This is an optimization exercise on Yosys and OpenROAD, whose aim is small area, a short achievable clock period and few clock cycles, not a production implementation.
The RTL was checked by simulation tests, not by an equivalence proof against the original design.
No activity file was given, so power comes from the tool's default toggle rates.

==> flow/design.v <==
module tsc_sponge (
    input  wire         clk,
    input  wire         rst,         
    input  wire         cmd_valid,
    output wire         cmd_ready,
    input  wire [1:0]   cmd_op,      
    input  wire [7:0]   din_len,     
    input  wire [485:0] din,         
    output wire [485:0] dout,        
    output wire         absorbed     
);
    localparam N    = 729;
    localparam RATE = 243;
    localparam B    = 14;           
    function [1:0] trot(input [1:0] a, input [1:0] c);
        begin
            case (c)
                2'd1:    trot = {a[0] & ~a[1], ~a[1]};      
                2'd2:    trot = {~a[0], ~(a[0] & ~a[1])};   
                default: trot = a;
            endcase
        end
    endfunction
    reg  [2*N-1:0] st;
    reg            abs_flag;
    reg            busy;
    reg            rdy;           
    reg  [4:0]     cnt;
    reg  [1:0]     rm;            
    wire has_data = (din_len != 8'd0);
    wire perm_cmd = (cmd_op == 2'd1) || (cmd_op == 2'd3) ||
                    (cmd_op == 2'd2 && (has_data || !abs_flag));
    wire add_en   = !busy && (cmd_op == 2'd1 || (cmd_op == 2'd2 && has_data));
    wire accept   = cmd_valid && !busy;
    genvar i;
    function [2:0] onehot3(input [1:0] c);
        onehot3 = {c == 2'd2, c == 2'd1, c == 2'd0};
    endfunction
    wire [2:0] c0_0 = onehot3(rm);
    wire [2:0] c0_1 = onehot3((rm + 2'd1) % 3);
    wire [2:0] c0_2 = onehot3((rm + 2'd2) % 3);
    wire [2*N-1:0] t0, w1;
    tsc_sub #(.D(1)) u_sub0 (.s(st), .t(t0));
    generate
        for (i = 0; i < N; i = i + 1) begin : g_c0
            case (i)
                95: tsc_inj u_inj (.a(t0[2*i +: 2]), .sel(c0_0), .y(w1[2*i +: 2]));
                446: tsc_inj u_inj (.a(t0[2*i +: 2]), .sel(c0_1), .y(w1[2*i +: 2]));
                68: tsc_inj u_inj (.a(t0[2*i +: 2]), .sel(c0_2), .y(w1[2*i +: 2]));
                419: tsc_inj u_inj (.a(t0[2*i +: 2]), .sel(c0_0), .y(w1[2*i +: 2]));
                41: tsc_inj u_inj (.a(t0[2*i +: 2]), .sel(c0_1), .y(w1[2*i +: 2]));
                392: tsc_inj u_inj (.a(t0[2*i +: 2]), .sel(c0_2), .y(w1[2*i +: 2]));
                14: tsc_inj u_inj (.a(t0[2*i +: 2]), .sel(c0_0), .y(w1[2*i +: 2]));
                365: tsc_inj u_inj (.a(t0[2*i +: 2]), .sel(c0_1), .y(w1[2*i +: 2]));
                716: tsc_inj u_inj (.a(t0[2*i +: 2]), .sel(c0_2), .y(w1[2*i +: 2]));
                338: tsc_inj u_inj (.a(t0[2*i +: 2]), .sel(c0_0), .y(w1[2*i +: 2]));
                689: tsc_inj u_inj (.a(t0[2*i +: 2]), .sel(c0_1), .y(w1[2*i +: 2]));
                311: tsc_inj u_inj (.a(t0[2*i +: 2]), .sel(c0_2), .y(w1[2*i +: 2]));
                662: tsc_inj u_inj (.a(t0[2*i +: 2]), .sel(c0_0), .y(w1[2*i +: 2]));
                284: tsc_inj u_inj (.a(t0[2*i +: 2]), .sel(c0_1), .y(w1[2*i +: 2]));
                635: tsc_inj u_inj (.a(t0[2*i +: 2]), .sel(c0_2), .y(w1[2*i +: 2]));
                257: tsc_inj u_inj (.a(t0[2*i +: 2]), .sel(c0_0), .y(w1[2*i +: 2]));
                608: tsc_inj u_inj (.a(t0[2*i +: 2]), .sel(c0_1), .y(w1[2*i +: 2]));
                230: tsc_inj u_inj (.a(t0[2*i +: 2]), .sel(c0_2), .y(w1[2*i +: 2]));
                581: tsc_inj u_inj (.a(t0[2*i +: 2]), .sel(c0_0), .y(w1[2*i +: 2]));
                203: tsc_inj u_inj (.a(t0[2*i +: 2]), .sel(c0_1), .y(w1[2*i +: 2]));
                554: tsc_inj u_inj (.a(t0[2*i +: 2]), .sel(c0_2), .y(w1[2*i +: 2]));
                176: tsc_inj u_inj (.a(t0[2*i +: 2]), .sel(c0_0), .y(w1[2*i +: 2]));
                527: tsc_inj u_inj (.a(t0[2*i +: 2]), .sel(c0_1), .y(w1[2*i +: 2]));
                149: tsc_inj u_inj (.a(t0[2*i +: 2]), .sel(c0_2), .y(w1[2*i +: 2]));
                500: tsc_inj u_inj (.a(t0[2*i +: 2]), .sel(c0_0), .y(w1[2*i +: 2]));
                122: tsc_inj u_inj (.a(t0[2*i +: 2]), .sel(c0_1), .y(w1[2*i +: 2]));
                473: tsc_inj u_inj (.a(t0[2*i +: 2]), .sel(c0_2), .y(w1[2*i +: 2]));
                default: assign w1[2*i +: 2] = t0[2*i +: 2];
            endcase
        end
    endgenerate
    wire [2*N-1:0] one;
    generate
        for (i = 0; i < N; i = i + 1) begin : g_scr1
            localparam integer J = (i * 376 + 1) % N;
            assign one[2*J +: 2] = w1[2*i +: 2];
        end
    endgenerate
    wire [2*N-1:0] t1, w2;
    tsc_sub #(.D(634)) u_sub1 (.s(w1), .t(t1));
    generate
        for (i = 0; i < N; i = i + 1) begin : g_c1
            case (i)
                547: tsc_inj u_inj (.a(t1[2*i +: 2]), .sel(c0_1), .y(w2[2*i +: 2]));
                7: tsc_inj u_inj (.a(t1[2*i +: 2]), .sel(c0_2), .y(w2[2*i +: 2]));
                196: tsc_inj u_inj (.a(t1[2*i +: 2]), .sel(c0_0), .y(w2[2*i +: 2]));
                385: tsc_inj u_inj (.a(t1[2*i +: 2]), .sel(c0_1), .y(w2[2*i +: 2]));
                574: tsc_inj u_inj (.a(t1[2*i +: 2]), .sel(c0_2), .y(w2[2*i +: 2]));
                34: tsc_inj u_inj (.a(t1[2*i +: 2]), .sel(c0_0), .y(w2[2*i +: 2]));
                223: tsc_inj u_inj (.a(t1[2*i +: 2]), .sel(c0_1), .y(w2[2*i +: 2]));
                412: tsc_inj u_inj (.a(t1[2*i +: 2]), .sel(c0_2), .y(w2[2*i +: 2]));
                601: tsc_inj u_inj (.a(t1[2*i +: 2]), .sel(c0_0), .y(w2[2*i +: 2]));
                61: tsc_inj u_inj (.a(t1[2*i +: 2]), .sel(c0_1), .y(w2[2*i +: 2]));
                250: tsc_inj u_inj (.a(t1[2*i +: 2]), .sel(c0_2), .y(w2[2*i +: 2]));
                439: tsc_inj u_inj (.a(t1[2*i +: 2]), .sel(c0_0), .y(w2[2*i +: 2]));
                628: tsc_inj u_inj (.a(t1[2*i +: 2]), .sel(c0_1), .y(w2[2*i +: 2]));
                88: tsc_inj u_inj (.a(t1[2*i +: 2]), .sel(c0_2), .y(w2[2*i +: 2]));
                277: tsc_inj u_inj (.a(t1[2*i +: 2]), .sel(c0_0), .y(w2[2*i +: 2]));
                466: tsc_inj u_inj (.a(t1[2*i +: 2]), .sel(c0_1), .y(w2[2*i +: 2]));
                655: tsc_inj u_inj (.a(t1[2*i +: 2]), .sel(c0_2), .y(w2[2*i +: 2]));
                115: tsc_inj u_inj (.a(t1[2*i +: 2]), .sel(c0_0), .y(w2[2*i +: 2]));
                304: tsc_inj u_inj (.a(t1[2*i +: 2]), .sel(c0_1), .y(w2[2*i +: 2]));
                493: tsc_inj u_inj (.a(t1[2*i +: 2]), .sel(c0_2), .y(w2[2*i +: 2]));
                682: tsc_inj u_inj (.a(t1[2*i +: 2]), .sel(c0_0), .y(w2[2*i +: 2]));
                142: tsc_inj u_inj (.a(t1[2*i +: 2]), .sel(c0_1), .y(w2[2*i +: 2]));
                331: tsc_inj u_inj (.a(t1[2*i +: 2]), .sel(c0_2), .y(w2[2*i +: 2]));
                520: tsc_inj u_inj (.a(t1[2*i +: 2]), .sel(c0_0), .y(w2[2*i +: 2]));
                709: tsc_inj u_inj (.a(t1[2*i +: 2]), .sel(c0_1), .y(w2[2*i +: 2]));
                169: tsc_inj u_inj (.a(t1[2*i +: 2]), .sel(c0_2), .y(w2[2*i +: 2]));
                358: tsc_inj u_inj (.a(t1[2*i +: 2]), .sel(c0_0), .y(w2[2*i +: 2]));
                default: assign w2[2*i +: 2] = t1[2*i +: 2];
            endcase
        end
    endgenerate
    wire [2*N-1:0] two;
    generate
        for (i = 0; i < N; i = i + 1) begin : g_scr2
            localparam integer J = (i * 679 + 377) % N;
            assign two[2*J +: 2] = w2[2*i +: 2];
        end
    endgenerate
    wire           go      = cmd_valid && !busy && !rst;
    wire           st_one  = !rst && busy && (cnt == 5'd0);                     
    wire           st_two  = !rst && busy && (cnt != 5'd0);                     
    wire           st_ea   = go && (cmd_op == 2'd1);                            
    wire           st_ef   = go && (cmd_op == 2'd2) && has_data;                
    wire           st_keep = !rst && !busy && !(cmd_valid && cmd_op != 2'd3 &&
                             (cmd_op != 2'd2 || has_data));                     
    wire           cap_keep = !rst && !busy && !(cmd_valid && cmd_op == 2'd0);
    wire [2*N-1:0] st_next;
    tsc_upd2 #(.W(2*N-2*RATE)) u_upd (.x1(one[2*N-1:2*RATE]), .x2(two[2*N-1:2*RATE]),
                                      .s(st[2*N-1:2*RATE]), .take1(st_one), .take2(st_two),
                                      .keep(cap_keep), .d(st_next[2*N-1:2*RATE]));
    tsc_absupd2 u_absupd (.x1(one[2*RATE-1:0]), .x2(two[2*RATE-1:0]), .s(st[2*RATE-1:0]),
                          .din(din), .len(din_len), .take1(st_one), .take2(st_two),
                          .keep(st_keep), .ea(st_ea), .ef(st_ef), .d(st_next[2*RATE-1:0]));
    always @(posedge clk)
        st <= st_next;
    always @(posedge clk) begin
        if (rst) begin
            abs_flag <= 1'b0;
            busy     <= 1'b0;
            rdy      <= 1'b1;
            cnt      <= 5'd0;
            rm       <= 2'd0;
        end else if (busy) begin
            rm <= (cnt == 5'd0) ? 2'd1 : (rm + 2'd2) % 3;
            if (cnt == B - 1) begin
                busy <= 1'b0;
                rdy  <= 1'b1;
                cnt  <= 5'd0;
                rm   <= 2'd0;
            end else begin
                cnt <= cnt + 5'd1;
            end
        end else if (accept) begin
            if (cmd_op == 2'd0) begin
                abs_flag <= 1'b0;
            end else if (perm_cmd) begin
                if (add_en)
                    abs_flag <= 1'b1;
                busy <= 1'b1;
                rdy  <= 1'b0;
            end
        end
    end
    assign cmd_ready = rdy;
    assign absorbed  = abs_flag;
    assign dout      = st[2*RATE-1:0];
endmodule
module tsc_sub #(
    parameter integer D = 1
) (
    input  wire [1457:0] s,
    output wire [1457:0] t
);
    localparam N = 729;
    function [2:0] hot(input [1:0] c);
        hot = {~c[0], c[1], c[0] & ~c[1]};
    endfunction
    function [2:0] qsum(input [2:0] a, input [2:0] b);
        reg p, m;
        begin
            p = (a[2] & b[0]) | (a[0] & b[2]) | (a[1] & b[1]);
            m = (a[2] & b[1]) | (a[1] & b[2]) | (a[0] & b[0]);
            qsum = {~(p | m), m, p};
        end
    endfunction
    function [1:0] tsum(input [2:0] a, input [2:0] q);
        tsum = {(a[2] & q[1]) | (a[1] & q[2]) | (a[0] & q[0]),
                ~((a[2] & q[2]) | (a[0] & q[1]) | (a[1] & q[0]))};
    endfunction
    genvar m;
    generate
        for (m = 0; m < N; m = m + 2) begin : g_pair
            localparam integer I0 = (m * D) % N;             
            localparam integer I1 = ((m + 1) * D) % N;
            localparam integer IM = ((m + N - 1) * D) % N;   
            localparam integer IP = ((m + 2) * D) % N;       
            wire [2:0] q = qsum(hot(s[2*I0 +: 2]), hot(s[2*I1 +: 2]));
            assign t[2*I0 +: 2] = tsum(hot(s[2*IM +: 2]), q);
            if (m < N - 1) begin : g_t1
                assign t[2*I1 +: 2] = tsum(hot(s[2*IP +: 2]), q);
            end
        end
    endgenerate
endmodule
module tsc_inj (
    input  wire [1:0] a,
    input  wire [2:0] sel,
    output wire [1:0] y
);
    wire z = ~a[0];                  
    wire p = a[0] & ~a[1];           
    assign y[0] = sel[0] & a[0] | sel[1] & ~a[1] | sel[2] & ~p;
    assign y[1] = sel[0] & a[1] | sel[1] & p     | sel[2] & z;
endmodule
module tsc_upd2 (
    input  wire [W-1:0] x1,
    input  wire [W-1:0] x2,
    input  wire [W-1:0] s,
    input  wire         take1,
    input  wire         take2,
    input  wire         keep,
    output wire [W-1:0] d
);
    parameter integer W = 1458;
    assign d = ({W{take1}} & x1) | ({W{take2}} & x2) | ({W{keep}} & s);
endmodule
module tsc_absupd2 (
    input  wire [485:0] x1,
    input  wire [485:0] x2,
    input  wire [485:0] s,
    input  wire [485:0] din,
    input  wire [7:0]   len,
    input  wire         take1,
    input  wire         take2,
    input  wire         keep,
    input  wire         ea,
    input  wire         ef,
    output wire [485:0] d
);
    genvar i;
    generate
        for (i = 0; i < 243; i = i + 1) begin : g_lane
            wire c1 = ~din[2*i] & ~din[2*i+1];           
            wire c2 = din[2*i] & ~din[2*i+1];            
            wire c0 = din[2*i+1];                        
            wire lt = (i < len);
            wire eq = (i == len);
            wire r1 = lt & c1;                           
            wire r2 = lt & c2 | eq;                      
            wire r0 = ~(r1 | r2);                        
            wire g0 = keep | ea & c0 | ef & r0;          
            wire g1 = ea & c1 | ef & r1;                 
            wire g2 = ea & c2 | ef & r2;                 
            wire z  = ~s[2*i];                           
            wire p  = s[2*i] & ~s[2*i+1];                
            assign d[2*i]   = take1 & x1[2*i]   | take2 & x2[2*i]   | g0 & s[2*i]   |
                              g1 & ~s[2*i+1] | g2 & ~p;
            assign d[2*i+1] = take1 & x1[2*i+1] | take2 & x2[2*i+1] | g0 & s[2*i+1] |
                              g1 & p | g2 & z;
        end
    endgenerate
endmodule
==> flow/flow/run.sh <==
#!/bin/bash
# Own layout flow: the standard flow (standard.sh, same synthesis script and
# config.mk settings), except that
#  - modules tsc_sub, tsc_inj (substitution, round constants), tsc_upd2 and tsc_absupd2 (state update,
#    absorb) come from flow/tsc_map.v, hand-mapped netlists of the same functions
#    in sky130_fd_sc_hd cells;
#  - the ABC buffers are removed at floorplan instead of an early timing repair;
#  - the port buffers are buf_2 cells and the resizer may change a cell's footprint;
#  - the cells of each trit are placed around a home on a lattice (flow/structure.tcl)
#    before the pins are placed and again after global placement; high-fanout nets
#    then get placement-based buffer trees
#    (flow/pre_resize.tcl, flow/trees.tcl) before the standard repair_design;
#  - timing repair after CTS and global routing aims SETUP_MARGIN ns below the period.
set -euo pipefail
W=$(pwd)
SETUP_MARGIN=${SETUP_MARGIN:-3.4}
awk 'BEGIN{skip=0} /^[ \t]*module[ \t]+(tsc_sub|tsc_inj|tsc_upd2|tsc_absupd2)[ \t]*[(#]/{skip=1} {if(!skip)print} skip&&/^[ \t]*endmodule/{skip=0}' \
    design.v > layout_design.v
grep -qE "module (tsc_sub|tsc_inj|tsc_upd2|tsc_absupd2)\b" layout_design.v && { echo "module not removed" >&2; exit 1; }
cat flow/tsc_map.v >> layout_design.v
sed "s#^export VERILOG_FILES *=.*#export VERILOG_FILES = $W/layout_design.v#" config.mk > config_own.mk
grep -q "layout_design.v" config_own.mk || { echo "VERILOG_FILES not set" >&2; exit 1; }
sed "s#$W/config.mk#$W/config_own.mk#g" standard.sh > own.sh
grep -q "config_own.mk" own.sh || { echo "config path not replaced" >&2; exit 1; }
bash own.sh REMOVE_ABC_BUFFERS=1 MATCH_CELL_FOOTPRINT=0 \
    "BUFFER_PORTS_ARGS=-buffer_cell sky130_fd_sc_hd__buf_2" \
    POST_GLOBAL_PLACE_SKIP_IO_TCL=$W/flow/post_gp_skip_io.tcl PRE_RESIZE_TCL=$W/flow/pre_resize.tcl \
    SETUP_SLACK_MARGIN=$SETUP_MARGIN finish > own_flow.log 2>&1
test -s out/final.def
==> flow/flow/home.tcl <==
# Home of each trit i on the die, as fractions (x, y) of the core: the lattice
# i = a + 634 b (mod 729) laid out over its fundamental cell spanned by (31, 8) and
# (2, -23), so that the neighbours i +- 1 (first layer) and i +- 634 (second layer) are
# close. Generated by gen/lattice.py.
set tsc_home {
  0.0000 0.0000  0.0316 0.0110  0.0631 0.0219  0.0947 0.0329  0.1262 0.0439  0.1578 0.0549
  0.1893 0.0658  0.2209 0.0768  0.2524 0.0878  0.2840 0.0988  0.3155 0.1097  0.3471 0.1207
  0.3786 0.1317  0.4102 0.1427  0.4417 0.1536  0.4733 0.1646  0.5048 0.1756  0.5364 0.1866
  0.5679 0.1975  0.5995 0.2085  0.6310 0.2195  0.6626 0.2305  0.6941 0.2414  0.7257 0.2524
  0.7572 0.2634  0.7888 0.2743  0.8203 0.2853  0.8519 0.2963  0.8834 0.3073  0.9150 0.3182
  0.9465 0.3292  0.9781 0.3402  0.0096 0.3512  0.0412 0.3621  0.0727 0.3731  0.1043 0.3841
  0.1358 0.3951  0.1674 0.4060  0.1989 0.4170  0.2305 0.4280  0.2620 0.4390  0.2936 0.4499
  0.3251 0.4609  0.3567 0.4719  0.3882 0.4829  0.4198 0.4938  0.4513 0.5048  0.4829 0.5158
  0.5144 0.5267  0.5460 0.5377  0.5775 0.5487  0.6091 0.5597  0.6406 0.5706  0.6722 0.5816
  0.7037 0.5926  0.7353 0.6036  0.7668 0.6145  0.7984 0.6255  0.8299 0.6365  0.8615 0.6475
  0.8930 0.6584  0.9246 0.6694  0.9561 0.6804  0.9877 0.6914  0.0192 0.7023  0.0508 0.7133
  0.0823 0.7243  0.1139 0.7353  0.1454 0.7462  0.1770 0.7572  0.2085 0.7682  0.2401 0.7791
  0.2716 0.7901  0.3032 0.8011  0.3347 0.8121  0.3663 0.8230  0.3978 0.8340  0.4294 0.8450
  0.4609 0.8560  0.4925 0.8669  0.5240 0.8779  0.5556 0.8889  0.5871 0.8999  0.6187 0.9108
  0.6502 0.9218  0.6818 0.9328  0.7133 0.9438  0.7449 0.9547  0.7764 0.9657  0.8080 0.9767
  0.8395 0.9877  0.8711 0.9986  0.9026 0.0096  0.9342 0.0206  0.9657 0.0316  0.9973 0.0425
  0.0288 0.0535  0.0604 0.0645  0.0919 0.0754  0.1235 0.0864  0.1550 0.0974  0.1866 0.1084
  0.2181 0.1193  0.2497 0.1303  0.2812 0.1413  0.3128 0.1523  0.3443 0.1632  0.3759 0.1742
  0.4074 0.1852  0.4390 0.1962  0.4705 0.2071  0.5021 0.2181  0.5336 0.2291  0.5652 0.2401
  0.5967 0.2510  0.6283 0.2620  0.6598 0.2730  0.6914 0.2840  0.7229 0.2949  0.7545 0.3059
  0.7860 0.3169  0.8176 0.3278  0.8491 0.3388  0.8807 0.3498  0.9122 0.3608  0.9438 0.3717
  0.9753 0.3827  0.0069 0.3937  0.0384 0.4047  0.0700 0.4156  0.1015 0.4266  0.1331 0.4376
  0.1646 0.4486  0.1962 0.4595  0.2277 0.4705  0.2593 0.4815  0.2908 0.4925  0.3224 0.5034
  0.3539 0.5144  0.3855 0.5254  0.4170 0.5364  0.4486 0.5473  0.4801 0.5583  0.5117 0.5693
  0.5432 0.5802  0.5748 0.5912  0.6063 0.6022  0.6379 0.6132  0.6694 0.6241  0.7010 0.6351
  0.7325 0.6461  0.7641 0.6571  0.7956 0.6680  0.8272 0.6790  0.8587 0.6900  0.8903 0.7010
  0.9218 0.7119  0.9534 0.7229  0.9849 0.7339  0.0165 0.7449  0.0480 0.7558  0.0796 0.7668
  0.1111 0.7778  0.1427 0.7888  0.1742 0.7997  0.2058 0.8107  0.2373 0.8217  0.2689 0.8326
  0.3004 0.8436  0.3320 0.8546  0.3635 0.8656  0.3951 0.8765  0.4266 0.8875  0.4582 0.8985
  0.4897 0.9095  0.5213 0.9204  0.5528 0.9314  0.5844 0.9424  0.6159 0.9534  0.6475 0.9643
  0.6790 0.9753  0.7106 0.9863  0.7421 0.9973  0.7737 0.0082  0.8052 0.0192  0.8368 0.0302
  0.8683 0.0412  0.8999 0.0521  0.9314 0.0631  0.9630 0.0741  0.9945 0.0850  0.0261 0.0960
  0.0576 0.1070  0.0892 0.1180  0.1207 0.1289  0.1523 0.1399  0.1838 0.1509  0.2154 0.1619
  0.2469 0.1728  0.2785 0.1838  0.3100 0.1948  0.3416 0.2058  0.3731 0.2167  0.4047 0.2277
  0.4362 0.2387  0.4678 0.2497  0.4993 0.2606  0.5309 0.2716  0.5624 0.2826  0.5940 0.2936
  0.6255 0.3045  0.6571 0.3155  0.6886 0.3265  0.7202 0.3374  0.7517 0.3484  0.7833 0.3594
  0.8148 0.3704  0.8464 0.3813  0.8779 0.3923  0.9095 0.4033  0.9410 0.4143  0.9726 0.4252
  0.0041 0.4362  0.0357 0.4472  0.0672 0.4582  0.0988 0.4691  0.1303 0.4801  0.1619 0.4911
  0.1934 0.5021  0.2250 0.5130  0.2565 0.5240  0.2881 0.5350  0.3196 0.5460  0.3512 0.5569
  0.3827 0.5679  0.4143 0.5789  0.4458 0.5898  0.4774 0.6008  0.5089 0.6118  0.5405 0.6228
  0.5720 0.6337  0.6036 0.6447  0.6351 0.6557  0.6667 0.6667  0.6982 0.6776  0.7298 0.6886
  0.7613 0.6996  0.7929 0.7106  0.8244 0.7215  0.8560 0.7325  0.8875 0.7435  0.9191 0.7545
  0.9506 0.7654  0.9822 0.7764  0.0137 0.7874  0.0453 0.7984  0.0768 0.8093  0.1084 0.8203
  0.1399 0.8313  0.1715 0.8422  0.2030 0.8532  0.2346 0.8642  0.2661 0.8752  0.2977 0.8861
  0.3292 0.8971  0.3608 0.9081  0.3923 0.9191  0.4239 0.9300  0.4554 0.9410  0.4870 0.9520
  0.5185 0.9630  0.5501 0.9739  0.5816 0.9849  0.6132 0.9959  0.6447 0.0069  0.6763 0.0178
  0.7078 0.0288  0.7394 0.0398  0.7709 0.0508  0.8025 0.0617  0.8340 0.0727  0.8656 0.0837
  0.8971 0.0947  0.9287 0.1056  0.9602 0.1166  0.9918 0.1276  0.0233 0.1385  0.0549 0.1495
  0.0864 0.1605  0.1180 0.1715  0.1495 0.1824  0.1811 0.1934  0.2126 0.2044  0.2442 0.2154
  0.2757 0.2263  0.3073 0.2373  0.3388 0.2483  0.3704 0.2593  0.4019 0.2702  0.4335 0.2812
  0.4650 0.2922  0.4966 0.3032  0.5281 0.3141  0.5597 0.3251  0.5912 0.3361  0.6228 0.3471
  0.6543 0.3580  0.6859 0.3690  0.7174 0.3800  0.7490 0.3909  0.7805 0.4019  0.8121 0.4129
  0.8436 0.4239  0.8752 0.4348  0.9067 0.4458  0.9383 0.4568  0.9698 0.4678  0.0014 0.4787
  0.0329 0.4897  0.0645 0.5007  0.0960 0.5117  0.1276 0.5226  0.1591 0.5336  0.1907 0.5446
  0.2222 0.5556  0.2538 0.5665  0.2853 0.5775  0.3169 0.5885  0.3484 0.5995  0.3800 0.6104
  0.4115 0.6214  0.4431 0.6324  0.4746 0.6433  0.5062 0.6543  0.5377 0.6653  0.5693 0.6763
  0.6008 0.6872  0.6324 0.6982  0.6639 0.7092  0.6955 0.7202  0.7270 0.7311  0.7586 0.7421
  0.7901 0.7531  0.8217 0.7641  0.8532 0.7750  0.8848 0.7860  0.9163 0.7970  0.9479 0.8080
  0.9794 0.8189  0.0110 0.8299  0.0425 0.8409  0.0741 0.8519  0.1056 0.8628  0.1372 0.8738
  0.1687 0.8848  0.2003 0.8957  0.2318 0.9067  0.2634 0.9177  0.2949 0.9287  0.3265 0.9396
  0.3580 0.9506  0.3896 0.9616  0.4211 0.9726  0.4527 0.9835  0.4842 0.9945  0.5158 0.0055
  0.5473 0.0165  0.5789 0.0274  0.6104 0.0384  0.6420 0.0494  0.6735 0.0604  0.7051 0.0713
  0.7366 0.0823  0.7682 0.0933  0.7997 0.1043  0.8313 0.1152  0.8628 0.1262  0.8944 0.1372
  0.9259 0.1481  0.9575 0.1591  0.9890 0.1701  0.0206 0.1811  0.0521 0.1920  0.0837 0.2030
  0.1152 0.2140  0.1468 0.2250  0.1783 0.2359  0.2099 0.2469  0.2414 0.2579  0.2730 0.2689
  0.3045 0.2798  0.3361 0.2908  0.3676 0.3018  0.3992 0.3128  0.4307 0.3237  0.4623 0.3347
  0.4938 0.3457  0.5254 0.3567  0.5569 0.3676  0.5885 0.3786  0.6200 0.3896  0.6516 0.4005
  0.6831 0.4115  0.7147 0.4225  0.7462 0.4335  0.7778 0.4444  0.8093 0.4554  0.8409 0.4664
  0.8724 0.4774  0.9040 0.4883  0.9355 0.4993  0.9671 0.5103  0.9986 0.5213  0.0302 0.5322
  0.0617 0.5432  0.0933 0.5542  0.1248 0.5652  0.1564 0.5761  0.1879 0.5871  0.2195 0.5981
  0.2510 0.6091  0.2826 0.6200  0.3141 0.6310  0.3457 0.6420  0.3772 0.6529  0.4088 0.6639
  0.4403 0.6749  0.4719 0.6859  0.5034 0.6968  0.5350 0.7078  0.5665 0.7188  0.5981 0.7298
  0.6296 0.7407  0.6612 0.7517  0.6927 0.7627  0.7243 0.7737  0.7558 0.7846  0.7874 0.7956
  0.8189 0.8066  0.8505 0.8176  0.8820 0.8285  0.9136 0.8395  0.9451 0.8505  0.9767 0.8615
  0.0082 0.8724  0.0398 0.8834  0.0713 0.8944  0.1029 0.9053  0.1344 0.9163  0.1660 0.9273
  0.1975 0.9383  0.2291 0.9492  0.2606 0.9602  0.2922 0.9712  0.3237 0.9822  0.3553 0.9931
  0.3868 0.0041  0.4184 0.0151  0.4499 0.0261  0.4815 0.0370  0.5130 0.0480  0.5446 0.0590
  0.5761 0.0700  0.6077 0.0809  0.6392 0.0919  0.6708 0.1029  0.7023 0.1139  0.7339 0.1248
  0.7654 0.1358  0.7970 0.1468  0.8285 0.1578  0.8601 0.1687  0.8916 0.1797  0.9232 0.1907
  0.9547 0.2016  0.9863 0.2126  0.0178 0.2236  0.0494 0.2346  0.0809 0.2455  0.1125 0.2565
  0.1440 0.2675  0.1756 0.2785  0.2071 0.2894  0.2387 0.3004  0.2702 0.3114  0.3018 0.3224
  0.3333 0.3333  0.3649 0.3443  0.3964 0.3553  0.4280 0.3663  0.4595 0.3772  0.4911 0.3882
  0.5226 0.3992  0.5542 0.4102  0.5857 0.4211  0.6173 0.4321  0.6488 0.4431  0.6804 0.4540
  0.7119 0.4650  0.7435 0.4760  0.7750 0.4870  0.8066 0.4979  0.8381 0.5089  0.8697 0.5199
  0.9012 0.5309  0.9328 0.5418  0.9643 0.5528  0.9959 0.5638  0.0274 0.5748  0.0590 0.5857
  0.0905 0.5967  0.1221 0.6077  0.1536 0.6187  0.1852 0.6296  0.2167 0.6406  0.2483 0.6516
  0.2798 0.6626  0.3114 0.6735  0.3429 0.6845  0.3745 0.6955  0.4060 0.7064  0.4376 0.7174
  0.4691 0.7284  0.5007 0.7394  0.5322 0.7503  0.5638 0.7613  0.5953 0.7723  0.6269 0.7833
  0.6584 0.7942  0.6900 0.8052  0.7215 0.8162  0.7531 0.8272  0.7846 0.8381  0.8162 0.8491
  0.8477 0.8601  0.8793 0.8711  0.9108 0.8820  0.9424 0.8930  0.9739 0.9040  0.0055 0.9150
  0.0370 0.9259  0.0686 0.9369  0.1001 0.9479  0.1317 0.9588  0.1632 0.9698  0.1948 0.9808
  0.2263 0.9918  0.2579 0.0027  0.2894 0.0137  0.3210 0.0247  0.3525 0.0357  0.3841 0.0466
  0.4156 0.0576  0.4472 0.0686  0.4787 0.0796  0.5103 0.0905  0.5418 0.1015  0.5734 0.1125
  0.6049 0.1235  0.6365 0.1344  0.6680 0.1454  0.6996 0.1564  0.7311 0.1674  0.7627 0.1783
  0.7942 0.1893  0.8258 0.2003  0.8573 0.2112  0.8889 0.2222  0.9204 0.2332  0.9520 0.2442
  0.9835 0.2551  0.0151 0.2661  0.0466 0.2771  0.0782 0.2881  0.1097 0.2990  0.1413 0.3100
  0.1728 0.3210  0.2044 0.3320  0.2359 0.3429  0.2675 0.3539  0.2990 0.3649  0.3306 0.3759
  0.3621 0.3868  0.3937 0.3978  0.4252 0.4088  0.4568 0.4198  0.4883 0.4307  0.5199 0.4417
  0.5514 0.4527  0.5830 0.4636  0.6145 0.4746  0.6461 0.4856  0.6776 0.4966  0.7092 0.5075
  0.7407 0.5185  0.7723 0.5295  0.8038 0.5405  0.8354 0.5514  0.8669 0.5624  0.8985 0.5734
  0.9300 0.5844  0.9616 0.5953  0.9931 0.6063  0.0247 0.6173  0.0562 0.6283  0.0878 0.6392
  0.1193 0.6502  0.1509 0.6612  0.1824 0.6722  0.2140 0.6831  0.2455 0.6941  0.2771 0.7051
  0.3086 0.7160  0.3402 0.7270  0.3717 0.7380  0.4033 0.7490  0.4348 0.7599  0.4664 0.7709
  0.4979 0.7819  0.5295 0.7929  0.5610 0.8038  0.5926 0.8148  0.6241 0.8258  0.6557 0.8368
  0.6872 0.8477  0.7188 0.8587  0.7503 0.8697  0.7819 0.8807  0.8134 0.8916  0.8450 0.9026
  0.8765 0.9136  0.9081 0.9246  0.9396 0.9355  0.9712 0.9465  0.0027 0.9575  0.0343 0.9684
  0.0658 0.9794  0.0974 0.9904  0.1289 0.0014  0.1605 0.0123  0.1920 0.0233  0.2236 0.0343
  0.2551 0.0453  0.2867 0.0562  0.3182 0.0672  0.3498 0.0782  0.3813 0.0892  0.4129 0.1001
  0.4444 0.1111  0.4760 0.1221  0.5075 0.1331  0.5391 0.1440  0.5706 0.1550  0.6022 0.1660
  0.6337 0.1770  0.6653 0.1879  0.6968 0.1989  0.7284 0.2099  0.7599 0.2209  0.7915 0.2318
  0.8230 0.2428  0.8546 0.2538  0.8861 0.2647  0.9177 0.2757  0.9492 0.2867  0.9808 0.2977
  0.0123 0.3086  0.0439 0.3196  0.0754 0.3306  0.1070 0.3416  0.1385 0.3525  0.1701 0.3635
  0.2016 0.3745  0.2332 0.3855  0.2647 0.3964  0.2963 0.4074  0.3278 0.4184  0.3594 0.4294
  0.3909 0.4403  0.4225 0.4513  0.4540 0.4623  0.4856 0.4733  0.5171 0.4842  0.5487 0.4952
  0.5802 0.5062  0.6118 0.5171  0.6433 0.5281  0.6749 0.5391  0.7064 0.5501  0.7380 0.5610
  0.7695 0.5720  0.8011 0.5830  0.8326 0.5940  0.8642 0.6049  0.8957 0.6159  0.9273 0.6269
  0.9588 0.6379  0.9904 0.6488  0.0219 0.6598  0.0535 0.6708  0.0850 0.6818  0.1166 0.6927
  0.1481 0.7037  0.1797 0.7147  0.2112 0.7257  0.2428 0.7366  0.2743 0.7476  0.3059 0.7586
  0.3374 0.7695  0.3690 0.7805  0.4005 0.7915  0.4321 0.8025  0.4636 0.8134  0.4952 0.8244
  0.5267 0.8354  0.5583 0.8464  0.5898 0.8573  0.6214 0.8683  0.6529 0.8793  0.6845 0.8903
  0.7160 0.9012  0.7476 0.9122  0.7791 0.9232  0.8107 0.9342  0.8422 0.9451  0.8738 0.9561
  0.9053 0.9671  0.9369 0.9781  0.9684 0.9890
}
==> flow/flow/post_gp_skip_io.tcl <==
# Before the I/O pins are placed: put the trit cells at their homes, so that the pins
# go next to the cells they connect to.
source [file join [file dirname [info script]] structure.tcl]
tsc_place_structured
==> flow/flow/pre_resize.tcl <==
# After global placement, before the first repair_design: put the trit cells back at
# their homes, then buffer trees for the high-fanout nets (the state-update selects
# reach every lane), built from the placement.
source [file join [file dirname [info script]] structure.tcl]
tsc_place_structured
source [file join [file dirname [info script]] trees.tcl]
tsc_fanout_trees 24 12 sky130_fd_sc_hd__buf_4
==> flow/flow/structure.tcl <==
# Structured placement: the cells of trit i (its flip-flops, the first- and second-layer
# substitution cells that compute output i, its round-constant cells, its state update
# and absorb cells) are put around its home (flow/home.tcl), where the neighbours of
# both layers are close; the index scrambles are then the only long wiring.
source [file join [file dirname [info script]] home.tcl]
proc tsc_trit_of {name} {
  # odb names escape the brackets: st\[12\]$_DFF_P_, u_sub0.g_pair\[4\].u_qz
  if {[regexp {^st\\?\[(\d+)\\?\]} $name -> b]} { return [expr {$b / 2}] }
  if {[regexp {^u_sub[01]\.g_h\\?\[(\d+)\\?\]} $name -> t]} { return $t }
  if {[regexp {^u_sub0\.g_pair\\?\[(\d+)\\?\]} $name -> m]} { return $m }
  if {[regexp {^u_sub1\.g_pair\\?\[(\d+)\\?\]} $name -> m]} { return [expr {($m * 634) % 729}] }
  if {[regexp {^g_c[01]\\?\[(\d+)\\?\]\.u_inj} $name -> t]} { return $t }
  if {[regexp {^u_upd\.g_d\\?\[(\d+)\\?\]} $name -> b]} { return [expr {(486 + $b) / 2}] }
  if {[regexp {^u_absupd\.g_lane\\?\[(\d+)\\?\]} $name -> t]} { return $t }
  return -1
}
proc tsc_place_structured {} {
  global tsc_home
  set block [ord::get_db_block]
  set core [$block getCoreArea]
  set x0 [$core xMin]; set y0 [$core yMin]
  set w [expr {double([$core xMax] - $x0)}]
  set h [expr {double([$core yMax] - $y0)}]
  expr {srand(1)}
  set n 0
  foreach inst [$block getInsts] {
    if {[$inst isFixed]} continue
    set t [tsc_trit_of [$inst getName]]
    if {$t < 0} continue
    set fx [lindex $tsc_home [expr {2 * $t}]]
    set fy [lindex $tsc_home [expr {2 * $t + 1}]]
    set fx [expr {min(0.99, max(0.0, $fx + 0.03 * (rand() - 0.5)))}]
    set fy [expr {min(0.99, max(0.0, $fy + 0.03 * (rand() - 0.5)))}]
    $inst setLocation [expr {int($x0 + $fx * $w)}] [expr {int($y0 + $fy * $h)}]
    $inst setPlacementStatus PLACED
    incr n
  }
  puts "tsc_place_structured: $n cells placed around their trit homes"
}
==> flow/flow/trees.tcl <==
# Buffer trees for high-fanout signal nets, built from the placement: the loads of a
# net are split by recursive bisection on their locations into groups of at most
# LEAF loads, each group gets a buffer at its centre, and the net is treated again
# until its fanout is small.
proc tsc_split {items axis leaf} {
  if {[llength $items] <= $leaf} { return [list $items] }
  set idx [expr {$axis == 0 ? 1 : 2}]
  set sorted [lsort -integer -index $idx $items]
  set half [expr {[llength $sorted] / 2}]
  set a [lrange $sorted 0 [expr {$half - 1}]]
  set b [lrange $sorted $half end]
  return [concat [tsc_split $a [expr {1 - $axis}] $leaf] [tsc_split $b [expr {1 - $axis}] $leaf]]
}
proc tsc_loads {net} {
  set items {}
  foreach it [$net getITerms] {
    if {![$it isInputSignal]} continue
    set inst [$it getInst]
    set loc [$inst getLocation]
    lappend items [list $it [lindex $loc 0] [lindex $loc 1]]
  }
  return $items
}
proc tsc_tree {net leaf cell} {
  set block [ord::get_db_block]
  set dbu [$block getDefUnits]
  set n 0
  while {1} {
    set items [tsc_loads $net]
    if {[llength $items] <= $leaf} break
    set groups [tsc_split $items 0 $leaf]
    foreach g $groups {
      if {[llength $g] < 2} continue
      set pins {}
      set sx 0; set sy 0
      foreach e $g {
        set it [lindex $e 0]
        lappend pins [get_pins "[[$it getInst] getName]/[[$it getMTerm] getName]"]
        set sx [expr {$sx + [lindex $e 1]}]
        set sy [expr {$sy + [lindex $e 2]}]
      }
      set cx [expr {double($sx) / [llength $g] / $dbu}]
      set cy [expr {double($sy) / [llength $g] / $dbu}]
      insert_buffer -buffer_cell $cell -net [get_nets [$net getName]] -load_pins $pins -location [list $cx $cy]
      incr n
    }
  }
  return $n
}
proc tsc_fanout_trees {min_fanout leaf cell} {
  set block [ord::get_db_block]
  set todo {}
  foreach net [$block getNets] {
    if {[$net getSigType] != "SIGNAL"} continue
    set cnt 0
    foreach it [$net getITerms] { if {[$it isInputSignal]} { incr cnt } }
    if {$cnt >= $min_fanout} { lappend todo $net }
  }
  set total 0
  foreach net $todo {
    set nm [$net getName]
    set k [tsc_tree $net $leaf $cell]
    puts "tsc_fanout_trees: $nm: $k buffers"
    incr total $k
  }
  puts "tsc_fanout_trees: [llength $todo] nets, $total buffers"
}
==> flow/flow/tsc_map.v <==
// Gate-level versions of modules tsc_sub, tsc_inj, tsc_upd2 and tsc_absupd2 of
// rtl/tsc_sponge.v
// (the same functions, in sky130_fd_sc_hd cells), used for the layout in their place.
// Trits are in the port code (bit 0: not 0, bit 1: -1).

// y = a1 & a2 | b1 & b2 | c1 & c2, as NAND-NAND
module tsc_sop3 (
    input  wire a1, a2, b1, b2, c1, c2,
    output wire y
);
    wire na, nb, nc;
    sky130_fd_sc_hd__nand2_1 u_a (.A(a1), .B(a2), .Y(na));
    sky130_fd_sc_hd__nand2_1 u_b (.A(b1), .B(b2), .Y(nb));
    sky130_fd_sc_hd__nand2_1 u_c (.A(c1), .B(c2), .Y(nc));
    sky130_fd_sc_hd__nand3_1 u_y (.A(na), .B(nb), .C(nc), .Y(y));
endmodule

// t = a + q, a one-hot (z: 0, m: -1, p: +1), q one-hot; t in the port code. Its
// outputs drive the index scramble, a long wire, so they come from larger cells.
module tsc_tsum (
    input  wire       az, am, ap,
    input  wire       qz, qm, qp,
    output wire [1:0] t
);
    wire z1, z2, z3, m1, m2, m3;
    sky130_fd_sc_hd__nand2_1 u_z1 (.A(az), .B(qz), .Y(z1));
    sky130_fd_sc_hd__nand2_1 u_z2 (.A(ap), .B(qm), .Y(z2));
    sky130_fd_sc_hd__nand2_1 u_z3 (.A(am), .B(qp), .Y(z3));
    sky130_fd_sc_hd__and3_2  u_nz (.A(z1), .B(z2), .C(z3), .X(t[0]));
    sky130_fd_sc_hd__nand2_1 u_m1 (.A(az), .B(qm), .Y(m1));
    sky130_fd_sc_hd__nand2_1 u_m2 (.A(am), .B(qz), .Y(m2));
    sky130_fd_sc_hd__nand2_1 u_m3 (.A(ap), .B(qp), .Y(m3));
    sky130_fd_sc_hd__nand3_2 u_m  (.A(m1), .B(m2), .C(m3), .Y(t[1]));
endmodule

// t[i] = s[i-D] + s[i] + s[i+D]
module tsc_sub #(
    parameter integer D = 1
) (
    input  wire [1457:0] s,
    output wire [1457:0] t
);
    localparam N = 729;
    wire [N-1:0] z, p;
    genvar i, m;
    generate
        for (i = 0; i < N; i = i + 1) begin : g_h
            sky130_fd_sc_hd__inv_1  u_z (.A(s[2*i]), .Y(z[i]));
            sky130_fd_sc_hd__nor2_1 u_p (.A(z[i]), .B(s[2*i+1]), .Y(p[i]));
        end
        for (m = 0; m < N; m = m + 2) begin : g_pair
            localparam integer I0 = (m * D) % N;
            localparam integer I1 = ((m + 1) * D) % N;
            localparam integer IM = ((m + N - 1) * D) % N;
            localparam integer IP = ((m + 2) * D) % N;
            wire qp, qm, qz;
            tsc_sop3 u_qp (.a1(z[I0]), .a2(p[I1]), .b1(p[I0]), .b2(z[I1]), .c1(s[2*I0+1]), .c2(s[2*I1+1]), .y(qp));
            tsc_sop3 u_qm (.a1(z[I0]), .a2(s[2*I1+1]), .b1(s[2*I0+1]), .b2(z[I1]), .c1(p[I0]), .c2(p[I1]), .y(qm));
            sky130_fd_sc_hd__nor2_1 u_qz (.A(qp), .B(qm), .Y(qz));
            tsc_tsum u_t0 (.az(z[IM]), .am(s[2*IM+1]), .ap(p[IM]), .qz(qz), .qm(qm), .qp(qp), .t(t[2*I0 +: 2]));
            if (m < N - 1) begin : g_t1
                tsc_tsum u_t1 (.az(z[IP]), .am(s[2*IP+1]), .ap(p[IP]), .qz(qz), .qm(qm), .qp(qp), .t(t[2*I1 +: 2]));
            end
        end
    endgenerate
endmodule

// y = a + c, c one-hot in sel = {c == 2, c == 1, c == 0}
module tsc_inj (
    input  wire [1:0] a,
    input  wire [2:0] sel,
    output wire [1:0] y
);
    wire z, p, nm, np, y0n, y1n;
    sky130_fd_sc_hd__inv_1    u_z  (.A(a[0]), .Y(z));
    sky130_fd_sc_hd__nor2_1   u_p  (.A(z), .B(a[1]), .Y(p));
    sky130_fd_sc_hd__inv_1    u_nm (.A(a[1]), .Y(nm));
    sky130_fd_sc_hd__inv_1    u_np (.A(p), .Y(np));
    sky130_fd_sc_hd__a222oi_1 u_y0 (.A1(sel[0]), .A2(a[0]), .B1(sel[1]), .B2(nm), .C1(sel[2]), .C2(np), .Y(y0n));
    sky130_fd_sc_hd__inv_2    u_o0 (.A(y0n), .Y(y[0]));
    sky130_fd_sc_hd__a222oi_1 u_y1 (.A1(sel[0]), .A2(a[1]), .B1(sel[1]), .B2(p), .C1(sel[2]), .C2(z), .Y(y1n));
    sky130_fd_sc_hd__inv_2    u_o1 (.A(y1n), .Y(y[1]));
endmodule

// d = take1 & x1 | take2 & x2 | keep & s
module tsc_upd2 (
    input  wire [W-1:0] x1,
    input  wire [W-1:0] x2,
    input  wire [W-1:0] s,
    input  wire         take1,
    input  wire         take2,
    input  wire         keep,
    output wire [W-1:0] d
);
    parameter integer W = 1458;
    genvar i;
    generate
        for (i = 0; i < W; i = i + 1) begin : g_d
            wire dn;
            sky130_fd_sc_hd__a222oi_1 u_n (.A1(take1), .A2(x1[i]), .B1(take2), .B2(x2[i]), .C1(keep), .C2(s[i]), .Y(dn));
            sky130_fd_sc_hd__inv_1    u_d (.A(dn), .Y(d[i]));
        end
    endgenerate
endmodule

// Rate lanes of the state update with the absorb (see tsc_absupd2 in rtl/tsc_sponge.v).
// The lane decode of len is split in two 4-bit halves: i < len is
// (i/16 < len/16) | (i/16 == len/16) & (i%16 < len%16).
module tsc_absupd2 (
    input  wire [485:0] x1,
    input  wire [485:0] x2,
    input  wire [485:0] s,
    input  wire [485:0] din,
    input  wire [7:0]   len,
    input  wire         take1,
    input  wire         take2,
    input  wire         keep,
    input  wire         ea,
    input  wire         ef,
    output wire [485:0] d
);
    wire [15:0] ah_lt, ah_eq, bl_lt, bl_eq;
    genvar i;
    generate
        for (i = 0; i < 16; i = i + 1) begin : g_pre
            assign ah_lt[i] = (i < len[7:4]);
            assign ah_eq[i] = (i == len[7:4]);
            assign bl_lt[i] = (i < len[3:0]);
            assign bl_eq[i] = (i == len[3:0]);
        end
        for (i = 0; i < 243; i = i + 1) begin : g_lane
            wire c1, c2, lt, eq, r1, r2, r0, g0, g1, g2, z, p, nm, np, pa, pb, pc, ma, mb, mc;
            sky130_fd_sc_hd__nor2_1   u_c1 (.A(din[2*i]), .B(din[2*i+1]), .Y(c1));
            sky130_fd_sc_hd__nor2b_1  u_c2 (.A(din[2*i+1]), .B_N(din[2*i]), .Y(c2));
            sky130_fd_sc_hd__a21o_1   u_lt (.A1(ah_eq[i/16]), .A2(bl_lt[i%16]), .B1(ah_lt[i/16]), .X(lt));
            sky130_fd_sc_hd__and2_1   u_eq (.A(ah_eq[i/16]), .B(bl_eq[i%16]), .X(eq));
            sky130_fd_sc_hd__and2_1   u_r1 (.A(lt), .B(c1), .X(r1));
            sky130_fd_sc_hd__a21o_1   u_r2 (.A1(lt), .A2(c2), .B1(eq), .X(r2));
            sky130_fd_sc_hd__nor2_1   u_r0 (.A(r1), .B(r2), .Y(r0));
            sky130_fd_sc_hd__a221o_1  u_g0 (.A1(ea), .A2(din[2*i+1]), .B1(ef), .B2(r0), .C1(keep), .X(g0));
            sky130_fd_sc_hd__a22o_1   u_g1 (.A1(ea), .A2(c1), .B1(ef), .B2(r1), .X(g1));
            sky130_fd_sc_hd__a22o_1   u_g2 (.A1(ea), .A2(c2), .B1(ef), .B2(r2), .X(g2));
            sky130_fd_sc_hd__inv_1    u_z  (.A(s[2*i]), .Y(z));
            sky130_fd_sc_hd__nor2_1   u_pp (.A(z), .B(s[2*i+1]), .Y(p));
            sky130_fd_sc_hd__inv_1    u_nm (.A(s[2*i+1]), .Y(nm));
            sky130_fd_sc_hd__inv_1    u_np (.A(p), .Y(np));
            sky130_fd_sc_hd__a22oi_1  u_pa (.A1(take1), .A2(x1[2*i]), .B1(take2), .B2(x2[2*i]), .Y(pa));
            sky130_fd_sc_hd__a22oi_1  u_pb (.A1(g0), .A2(s[2*i]), .B1(g1), .B2(nm), .Y(pb));
            sky130_fd_sc_hd__nand2_1  u_pc (.A(g2), .B(np), .Y(pc));
            sky130_fd_sc_hd__nand3_1  u_p  (.A(pa), .B(pb), .C(pc), .Y(d[2*i]));
            sky130_fd_sc_hd__a22oi_1  u_ma (.A1(take1), .A2(x1[2*i+1]), .B1(take2), .B2(x2[2*i+1]), .Y(ma));
            sky130_fd_sc_hd__a22oi_1  u_mb (.A1(g0), .A2(s[2*i+1]), .B1(g1), .B2(p), .Y(mb));
            sky130_fd_sc_hd__nand2_1  u_mc (.A(g2), .B(z), .Y(mc));
            sky130_fd_sc_hd__nand3_1  u_m  (.A(ma), .B(mb), .C(mc), .Y(d[2*i+1]));
        end
    endgenerate
endmodule
==> flow/standard.sh <==
#!/bin/bash
# synth_recipe.tcl (not shown) runs the flow's synth.tcl, then flattens the netlist and writes it again
# the make line also repeats each setting of config.mk as NAME=value (left out here)
make -C /OpenROAD-flow-scripts/flow DESIGN_CONFIG=/design/flow/config.mk WORK_HOME=/design/flow/orfs CLKGATE_MAP_FILE= SYNTH_SCRIPT=/design/flow/synth_recipe.tcl "${@:-finish}"
==> flow/config.mk <==
export PLATFORM = sky130hd
export DESIGN_NAME = tsc_sponge
export DESIGN_NICKNAME = tsc_sponge
export VERILOG_FILES = /design/flow/design.v
export SDC_FILE = /design/flow/constraint.sdc
export NUM_CORES = 8
export LEC_CHECK = 0
export CAP_MARGIN = 15
export CORE_MARGIN = 2
export CORE_UTILIZATION = 25
export CTS_CLUSTER_DIAMETER = 100
export CTS_CLUSTER_SIZE = 16
export GPL_TIMING_DRIVEN = 0
export PLACE_DENSITY = 0.45
export SLEW_MARGIN = 15
==> flow/constraint.sdc <==
create_clock -name core_clock -period 6.5 [get_ports {clk}]
set_input_delay 1.3000 -clock core_clock [delete_from_list [all_inputs] [get_ports {clk}]]
set_output_delay 1.3000 -clock core_clock [all_outputs]
set_load 0.01 [all_outputs]
==> results of run 1 <==
synth_stat cells, types with 2 or more instances:
cell and count:
a222oi_1 1080, nor4b_1 5, and2_1 488, nor2_1 3008
xor2_1 3, clkbuf_1 7, or3_1 2, nor4_4 2
and3_2 1458, a221o_1 243, ha_1 6, nor3_1 5
buf_2 3, nand4_1 2, nand2_1 13600, inv_1 3335
nor2b_1 247, nand3_2 1459, nand2b_1 10, inv_2 108
dfxtp_1 1468, buf_4 486, a21o_1 487, a21oi_1 4
and3_1 5, a22oi_1 972, o31a_1 3, nor3b_1 5
a22o_1 488, nand3_1 1947
cell families after synthesis:
logic type / count (synthesis) / synth area share [%]
flip-flops: 1468 / 16.6
adder cells (fa/ha/maj): 6 / 0.0423
AO/OA/AOI/OAI: 3286 / 16.1
other: 1 / 0.00211
XOR/XNOR: 4 / 0.0198
buffers and inverters: 3940 / 9.38
AND/OR/NAND/NOR: 22300 / 57.9
==> impl_metrics.csv, run 1 <==
group,metric,value,unit
outcome,outcome,"stopped before the end",
outcome,lastStage,"global placement without I/O",
outcome,stop_error,"Error: global_place_skip_io.tcl, 17 can't read \"tsc_home\": no such variable",
synth,ys_warn_count,1,
synth,synth_area_leaders,"nand2_1 (29%), dfxtp_1 (17%), nand3_2 (8.2%), inv_1 (7.1%), nor2_1 (6.4%)",
floorplan,std_cell_rows,309,
synth,async_flop_share,0,%
floorplan,die_y,846,um
synth,yosys.area.top_type_share,28.8,%
synth,synth-edff-count,0,
synth,synth_area,0.177,mm2
floorplan,start_util,25.1,%
synth,ys_types,43,
synth,ys.flop_type,"dfxtp_1",
synth,yosysTopAreaCell,"nand2_1",
synth,synth_cells,31000,
floorplan,die_w,846,um
synth,yosys_register_bits,1468,
synth,ys_seq_area_share,16.6,%
synth,syn_avg_cell_area,5.72,um2
Testbench counts, summed over its fixed seeds: cycles 17,390.
==> run 2, diff against run 1 <==
--- a/flow/flow/home.tcl
+++ b/flow/flow/home.tcl
@@ -3,5 +3,5 @@
 # (2, -23), so that the neighbours i +- 1 (first layer) and i +- 634 (second layer) are
 # close. Generated by gen/lattice.py.
-set tsc_home {
+set ::tsc_home {
   0.0000 0.0000  0.0316 0.0110  0.0631 0.0219  0.0947 0.0329  0.1262 0.0439  0.1578 0.0549
   0.1893 0.0658  0.2209 0.0768  0.2524 0.0878  0.2840 0.0988  0.3155 0.1097  0.3471 0.1207
--- a/flow/flow/structure.tcl
+++ b/flow/flow/structure.tcl
@@ -16,5 +16,4 @@
 }
 proc tsc_place_structured {} {
-  global tsc_home
   set block [ord::get_db_block]
   set core [$block getCoreArea]
@@ -28,6 +27,6 @@
     set t [tsc_trit_of [$inst getName]]
     if {$t < 0} continue
-    set fx [lindex $tsc_home [expr {2 * $t}]]
-    set fy [lindex $tsc_home [expr {2 * $t + 1}]]
+    set fx [lindex $::tsc_home [expr {2 * $t}]]
+    set fy [lindex $::tsc_home [expr {2 * $t + 1}]]
     set fx [expr {min(0.99, max(0.0, $fx + 0.03 * (rand() - 0.5)))}]
     set fy [expr {min(0.99, max(0.0, $fy + 0.03 * (rand() - 0.5)))}]
==> run 2 against run 1 <==
  * The flow stops in global routing
  * Synthesized area unchanged
  * Synthesized cell count did not move
==> impl_metrics.csv, run 2 <==
group,metric,value,unit
placed_design,io_buffers,986,
global_routing,grt_pass1_wl,5000000,um
synth,synth-edff-count,0,
synth,synth_area_leaders,"nand2_1 (29%), dfxtp_1 (17%), nand3_2 (8.2%), inv_1 (7.1%), nor2_1 (6.4%)",
placed_design,dpl.hpwl,2940000,um
cts,cts-buffers-inserted,187,
cts,h-tree-depth,4,
synth,ys_seq_area_share,16.6,%
synth,synth_area,0.177,mm2
cts,clock_sinks,1468,
synth,synth_cells,31000,
outcome,outcome,"stopped before the end",
placed_design,dpl_cell_area,0.205,mm2
synth,syn_avg_cell_area,5.72,um2
cts,cts-root-buf,"clkbuf_16",
outcome,lastStage,"global routing",
synth,ys.flop_type,"dfxtp_1",
floorplan,die_y,846,um
synth,yosys.area.top_type_share,28.8,%
cts,cts.path.max_buffers,4,
synth,async_flop_share,0,%
synth,yosys_register_bits,1468,
placed_design,placed_cells,41900,
outcome,stop_error,"[ERROR GRT-0116] Global routing finished with congestion. Check the congestion regions in the DRC Viewer.",
floorplan,std_cell_rows,309,
global_routing,grt_pass1_vias,404000,
synth,ys_types,43,
cts,ctsHoldBuffers,0,
synth,synth_commonest_cells,"nand2_1 (13.6k), inv_1 (3335), nor2_1 (3008)",
global_routing,grt_max_degree,18,
global_routing,grt_overflow,38400,
synth,yosysTopAreaCell,"nand2_1",
synth,ys_warn_count,1,
floorplan,start_util,25.1,%
synth,synth_most_common_cell,"nand2_1",
floorplan,io_pins,987,
floorplan,die_w,846,um
global_routing,track_usage,97.9,%
## run 2: how the worst max path moves through the flow
stage	startpoint	to	cells past startpoint
after floorplan	rst	st[1000]	4
after global placement	rst	st[190]	5
after detailed placement	st[1268]	st[655]	20
after CTS	st[1416]	st[1296]	21
## run 2: per-stage QoR
stage | setup slack, ns | hold WS (ns)
2_1_floorplan | -46.93 | 0.436
3_3_place_gp | -165.81 | 0.444
3_5_place_dp | -1.27 | 0.453
4_1_cts | 1.80 | 0.470
## run 2: logic make-up after synthesis
group                      after synthesis  share of synthesized area, %
other                                    1                       0.00211
DFF                                   1468                          16.6
and+or+nand+nor                      22300                          57.9
AOI/OAI and AO/OA                     3286                          16.1
buffers and inverters                 3940                          9.38
xor gates and xnor gates                 4                        0.0198
adders and majority gates                6                        0.0423
## run 2: power groups by stage
| stage | clock, W | sequential, W | combinational [W] |
|---|---|---|---|
| floorplan | 0 | 0.0171 | 0.143 |
| global placement | 0 | 0.0225 | 0.334 |
| detailed placement | 0 | 0.0218 | 0.588 |
| CTS | 0.0131 | 0.0216 | 0.595 |
## run 2: repair_timing
| item | in CTS |
|---|---|
| buffers inserted | 146 |
| setup endpoints to repair | 1828 |
| cloned | 0 |
| gates resized for setup | 972 |
| pin swaps | 96 |
## run 2: per-layer routing
layer  overflow  GRT usage, %
met5         61          74.2
met4       7444           100
met3        678          86.8
met2      29100           117
met1       1130          90.9
